What follows belongs to an exercise in optimizing a design on an open flow for small area; a production flow would make more cautious choices.
The RTL was checked by simulation tests, not by an equivalence proof against the original design.
Power figures rest on the tool's default switching activity, not on a simulated workload.

job 7144:
==> flow/design.v <==
module ts_framer (
    input  wire        clk,
    input  wire        rst,
    input  wire        byte_valid,
    input  wire [7:0]  byte_data,
    input  wire        eos,
    input  wire        cfg_wr,
    input  wire        cfg_rd,
    input  wire [7:0]  cfg_addr,
    input  wire [15:0] cfg_wdata,
    output wire        frame_valid,
    output wire [12:0] frame_pid,
    output wire        frame_pusi,
    output wire        frame_has_af,
    output wire        frame_has_payload,
    output wire [3:0]  frame_cc,
    output wire [7:0]  frame_af_len,
    output wire [8:0]  frame_off,
    output wire [7:0]  frame_n,
    output wire        frame_overrun,
    output wire        frame_deliver,
    output wire        frame_pcr_valid,
    output wire [41:0] frame_pcr,
    output wire [3:0]  frame_route,
    output wire [3:0]  frame_cc_disc,
    output wire [15:0] frame_cc_expected,
    output wire        rd_valid,
    output wire [7:0]  rd_addr,
    output wire [15:0] rd_data
);
    reg [1:0]  st;
    reg [7:0]  byte_idx;
    reg        flag_af_overrun;
    reg        flag_cc_disc;
    reg [3:0]  route_en;
    reg [12:0] route_pid [0:3];
    reg [3:0]  cc_valid;
    reg [3:0]  cc_exp [0:3];           
    reg        h_sync;                 
    reg        h_pusi;
    reg [12:0] h_pid;
    reg        h_has_af;
    reg        h_has_pl;
    reg [3:0]  h_cc;
    reg [7:0]  h_af_len;               
    reg        h_pcr_valid;
    reg [41:0] pcr;
    reg        m3_d;                   
    reg        m3_c;
    reg [1:0]  m5a_d;                  
    reg        m5a_c;
    reg [1:0]  m5b_d;                  
    reg        m5b_c;
    reg        me_c;                   
    wire running = (st == 2'd0);
    wire byte_ev = byte_valid && running;
    wire last    = (byte_idx == 8'd187);
    wire [3:0] cc_inc = h_cc + 4'd1;
    wire       ovr    = h_af_len > 8'd183;
    reg [3:0] route, disc;
    integer c;
    always @(*) begin
        for (c = 0; c < 4; c = c + 1) begin
            route[c] = route_en[c] && (route_pid[c] == h_pid);
            disc[c]  = route[c] && h_has_pl && cc_valid[c] && (h_cc != cc_exp[c]);
        end
    end
    wire frame_done = byte_ev && last && h_sync;
    assign frame_valid       = frame_done;
    assign frame_pid         = h_pid;
    assign frame_pusi        = h_pusi;
    assign frame_has_af      = h_has_af;
    assign frame_has_payload = h_has_pl;
    assign frame_cc          = h_cc;
    assign frame_af_len      = h_af_len;
    assign frame_off         = h_has_af ? {1'b0, h_af_len} + 9'd5 : 9'd4;
    assign frame_overrun     = ovr;
    assign frame_n           = !h_has_af ? 8'd184 : ovr ? 8'd0 : ~h_af_len + 8'd184;
    assign frame_deliver     = h_has_pl && !ovr;
    assign frame_pcr_valid   = h_pcr_valid;
    assign frame_pcr         = pcr;
    assign frame_route       = route;
    assign frame_cc_disc     = disc;
    assign frame_cc_expected = {cc_exp[3], cc_exp[2], cc_exp[1], cc_exp[0]};
    wire [1:0] mode = {st[1], st[0] & ~st[1]};
    wire [1:0] err  = {st[1] & st[0], st[1] & ~st[0]};
    wire a_hi0   = (cfg_addr[7:5] == 3'd0) && (cfg_addr[3:2] == 2'd0);
    wire sel_st  = a_hi0 && !cfg_addr[4] && (cfg_addr[1:0] == 2'd0);
    wire sel_r3  = a_hi0 && !cfg_addr[4] && (cfg_addr[1:0] == 2'd1);
    wire sel_r0  = a_hi0 &&  cfg_addr[4] && (cfg_addr[1:0] == 2'd0);
    wire sel_r1  = a_hi0 &&  cfg_addr[4] && (cfg_addr[1:0] == 2'd1);
    wire sel_r2  = a_hi0 &&  cfg_addr[4] && (cfg_addr[1:0] == 2'd2);
    wire [15:0] rd_value =
        ({16{sel_st}} & {byte_idx, 1'b0, flag_cc_disc, 1'b0, flag_af_overrun, err, mode}) |
        ({16{sel_r0}} & {route_en[0], 2'b00, route_pid[0]}) |
        ({16{sel_r1}} & {route_en[1], 2'b00, route_pid[1]}) |
        ({16{sel_r2}} & {route_en[2], 2'b00, route_pid[2]}) |
        ({16{sel_r3}} & {route_en[3], 2'b00, route_pid[3]});
    assign rd_valid = cfg_rd;
    assign rd_addr  = cfg_addr;
    assign rd_data  = rd_value;
    wire       wr_route = cfg_wr && ((cfg_addr == 8'h01) ||
                                     (cfg_addr >= 8'h10 && cfg_addr < 8'h13));
    wire [1:0] wr_ch    = (cfg_addr == 8'h01) ? 2'd3 : cfg_addr[1:0];
    integer k;
    always @(posedge clk) begin
        if (rst) begin
            st              <= 2'd0;
            byte_idx        <= 8'd0;
            flag_af_overrun <= 1'b0;
            flag_cc_disc    <= 1'b0;
            cc_valid        <= 4'd0;
        end else begin
            if (byte_ev) begin
                if (last) begin
                    byte_idx <= 8'd0;
                    if (!h_sync)
                        st <= 2'd2;
                end else begin
                    byte_idx <= byte_idx + 8'd1;
                end
            end
            if (eos && running)
                st <= (byte_idx == 8'd0) ? 2'd1 : 2'd3;
            if (frame_done) begin
                if (ovr)
                    flag_af_overrun <= 1'b1;
                if (|disc)
                    flag_cc_disc <= 1'b1;
                for (k = 0; k < 4; k = k + 1)
                    if (route[k] && h_has_pl)
                        cc_valid[k] <= 1'b1;
            end
            if (wr_route)
                cc_valid[wr_ch] <= 1'b0;
        end
    end
    wire [13:0] route_wd = {cfg_wdata[15], cfg_wdata[12:0]} & {14{~rst}};
    always @(posedge clk) begin
        for (k = 0; k < 4; k = k + 1)
            if (rst || (wr_route && wr_ch == k))
                {route_en[k], route_pid[k]} <= route_wd;
    end
    always @(posedge clk) begin
        if (frame_done)
            for (k = 0; k < 4; k = k + 1)
                if (route[k] && h_has_pl)
                    cc_exp[k] <= cc_inc;
    end
    wire step    = byte_valid && byte_idx >= 8'd12 && byte_idx < 8'd52;
    wire x_in    = pcr[0]  & (byte_idx < 8'd45);      
    wire e_in    = pcr[33] & (byte_idx < 8'd19);      
    wire [1:0] s3  = x_in + m3_d + m3_c;
    wire [1:0] s5a = s3[0] + m5a_d[1] + m5a_c;
    wire [1:0] s5b = s5a[0] + m5b_d[1] + m5b_c;
    wire [1:0] se  = s5b[0] + e_in + me_c;
    always @(posedge clk) begin
        if (byte_valid) begin
            case (byte_idx)
                8'd0: h_sync <= (byte_data == 8'h47);
                8'd1: begin h_pusi <= byte_data[6]; h_pid[12:8] <= byte_data[4:0]; end
                8'd2: h_pid[7:0] <= byte_data;
                8'd3: begin
                    h_has_af <= byte_data[5];
                    h_has_pl <= byte_data[4];
                    h_cc     <= byte_data[3:0];
                end
                8'd4: h_af_len <= h_has_af ? byte_data : 8'd0;
                8'd5: h_pcr_valid <= (h_af_len >= 8'd7) && byte_data[4];
                8'd6: pcr[32:25] <= byte_data;
                8'd7: pcr[24:17] <= byte_data;
                8'd8: pcr[16:9]  <= byte_data;
                8'd9: pcr[8:1]   <= byte_data;
                8'd10: begin pcr[0] <= byte_data[7]; pcr[39] <= byte_data[0]; end
                8'd11: begin
                    pcr[38:33] <= byte_data[7:2];
                    pcr[41:40] <= byte_data[1:0] & {2{h_pcr_valid}};
                end
                default: ;
            endcase
            if (step)
                pcr <= {se[0] & h_pcr_valid, pcr[41:1]};
            m3_d  <= step & x_in;
            m3_c  <= step & s3[1];
            m5a_d <= {m5a_d[0], s3[0]} & {2{step}};
            m5a_c <= step & s5a[1];
            m5b_d <= {m5b_d[0], s5a[0]} & {2{step}};
            m5b_c <= step & s5b[1];
            me_c  <= step & se[1];
        end
    end
endmodule
export LEC_CHECK = 0
export CAP_MARGIN = 20
export CORE_MARGIN = 2
export CORE_UTILIZATION = 50
export SLEW_MARGIN = 20
create_clock -name core_clock -period 8.0 [get_ports {clk}]
standard.sh (not shown) runs the stock make flow with config.mk's settings and CLKGATE_MAP_FILE= SYNTH_SCRIPT=/design/flow/synth_recipe.tcl, a recipe that flattens the netlist after the stock synthesis.
==> flow/flow/run.sh <==
#!/bin/bash
# Own layout flow: the standard ORFS layout (standard.sh), with
#  - synthesis run by standard.sh with ORFS's own scripts, except that the
#    ABC mapping script is an area-oriented variant (delay relaxation on
#    &nf, no buffering/upsizing inside ABC); the flip-flops Yosys infers
#    are unchanged, only the combinational mapping differs,
#  - the port buffers made from the smallest buffer cell (every port still
#    gets its own buffer),
#  - a clock tree built from clkbuf_8 cells without dummy loads,
#  - after placement, cells on paths with spare setup slack sized down
#    (repair_timing -recover_power), then re-legalised.
# Each tool's output goes to a log file in this folder (ORFS's own logs are
# under orfs/logs/).
set -euo pipefail
export BUFFER_PORTS_ARGS="-buffer_cell sky130_fd_sc_hd__buf_1"
export CTS_ARGS="-sink_clustering_enable -repair_clock_nets -dont_use_dummy_load -buf_list {sky130_fd_sc_hd__clkbuf_8} -sink_clustering_size 16 -sink_clustering_max_diameter 60"

# synthesis with the area-oriented ABC script
rm -rf scripts_area
cp -r "${FLOW_HOME}/scripts" scripts_area
cp flow/abc_area_nf.script scripts_area/abc_speed.script
SCRIPTS_DIR="$PWD/scripts_area" bash standard.sh synth > standard_synth.log 2>&1

bash standard.sh place > standard_place.log 2>&1
RES=orfs/results/${FLOW_PLATFORM}/ts_framer/base
PLAT=${FLOW_HOME}/platforms/${FLOW_PLATFORM}
cat > downsize.tcl <<EOT
read_liberty ${PLAT}/lib/sky130_fd_sc_hd__tt_025C_1v80.lib
read_db ${RES}/3_place.odb
read_sdc ${RES}/3_place.sdc
source ${PLAT}/setRC.tcl
set_dont_use [get_lib_cells {*/sky130_fd_sc_hd__probe_p_8 */sky130_fd_sc_hd__probec_p_8 */sky130_fd_sc_hd__lpflow_*}]
estimate_parasitics -placement
report_design_area
repair_timing -recover_power 100
detailed_placement
check_placement
estimate_parasitics -placement
report_design_area
report_worst_slack -max
report_worst_slack -min
write_db ${RES}/3_place.odb
EOT
openroad -no_init -exit downsize.tcl > downsize.log 2>&1
bash standard.sh > standard_finish.log 2>&1
==> flow/flow/abc_area_nf.script <==
&get -n
&st
&dch
&nf -R 1000 -p -F 8 -C 32
&st
&syn2
&if -g -K 6
&synch2
&nf -R 1000 -p -F 8 -C 32
&st
&syn2
&if -g -K 6
&synch2
&nf -R 1000 -p -F 8 -C 32
&put
topo
stime -c
dnsize -c
Input-level comparison between job 6534 and job 7144:
- changing CORE_UTILIZATION from 50 to 65
==> comparison <==
The final layout from job 6534, which completed every stage, passed the timing, DRC and antenna checks at the end of the flow.
As far as final count of pins violating max slew goes, job 7144 and job 6534 are indistinguishable; the numbers are identical.
Setup slack in job 6534 is smaller than in job 7144.
Global-route wire length before repair went down by a few percent going from job 7144 to job 6534.
Going from job 7144 to job 6534, the worst hold slack after final layout was found to have gone up by 0.0048 ns.

========
RTL: the design.v shown in full above, as it stands there.
export LEC_CHECK = 0
export CAP_MARGIN = 20
export CORE_MARGIN = 2
export CORE_UTILIZATION = 78
export SLEW_MARGIN = 20
create_clock -name core_clock -period 8.0 [get_ports {clk}]
Scripts as last shown in full above: flow/flow/run.sh, flow/flow/abc_area_nf.script
The first run finished clean.
Change:
==> flow/flow/run.sh (replaced) <==
#!/bin/bash
# Own layout flow: the standard ORFS layout, with
#  - the port buffers made from the smallest buffer cell (every port still
#    gets its own buffer),
#  - a clock tree built from small clock buffers without dummy loads.
set -euo pipefail
export BUFFER_PORTS_ARGS="-buffer_cell sky130_fd_sc_hd__buf_1"
export CTS_ARGS="-sink_clustering_enable -repair_clock_nets -dont_use_dummy_load -buf_list {sky130_fd_sc_hd__clkbuf_4 sky130_fd_sc_hd__clkbuf_8} -sink_clustering_size 16 -sink_clustering_max_diameter 60"
bash standard.sh > standard_make.log 2>&1
--- a/flow/config.mk
+++ b/flow/config.mk
@@ -10 +10 @@
-export CORE_UTILIZATION = 78
+export CORE_UTILIZATION = 50
removed: flow/flow/abc_area_nf.script
Wire length came out lower by 3.1%.
Combinational power came out lower by about 5%.
Design area came out higher by 1.9%.
Critical path depth came out higher by 2.
Power hardly moves.
Utilization came out lower by 34 points.

[afterwards: timing with drivers on the ports]
No port has a modelled driver above. Below, the same layouts with a new extraction and two added sets of constraints.
Step 1 assumes that a clkbuf_16 drives the clock port and a buf_2 every other input.
Step 2 times the ports against the registers' clock, not the clock port: input delays grow and output delays shrink by t, the midpoint of the rising clock arrivals with the driver on.
Slacks: no drivers / after step 1 / after step 2; pairs: no drivers / after step 1.
| run | t, ns | setup WS [ns] | clock arrival spread, ns | worst register clock-pin slew, ns |
|---|---|---|---|---|
| job 7144 | 0.480 | 2.311 / 2.286 / 2.286 | 0.020 / 0.021 | 0.08 / 0.08 |
| job 6534 | 0.481 | 2.243 / 2.218 / 2.218 | 0.023 / 0.023 | 0.09 / 0.09 |
| the first run of note 2 | 0.469 | 1.901 / 1.864 / 1.864 | 0.020 / 0.020 | 0.09 / 0.09 |
| the second run of note 2 | 0.482 | 2.489 / 2.466 / 2.466 | 0.023 / 0.023 | 0.09 / 0.09 |
After both steps setup and hold are still met in every run listed. For the first run of note 2, which loses most, drivers alone change the setup slack by -0.037 ns; drivers and shift together by -0.037 ns.
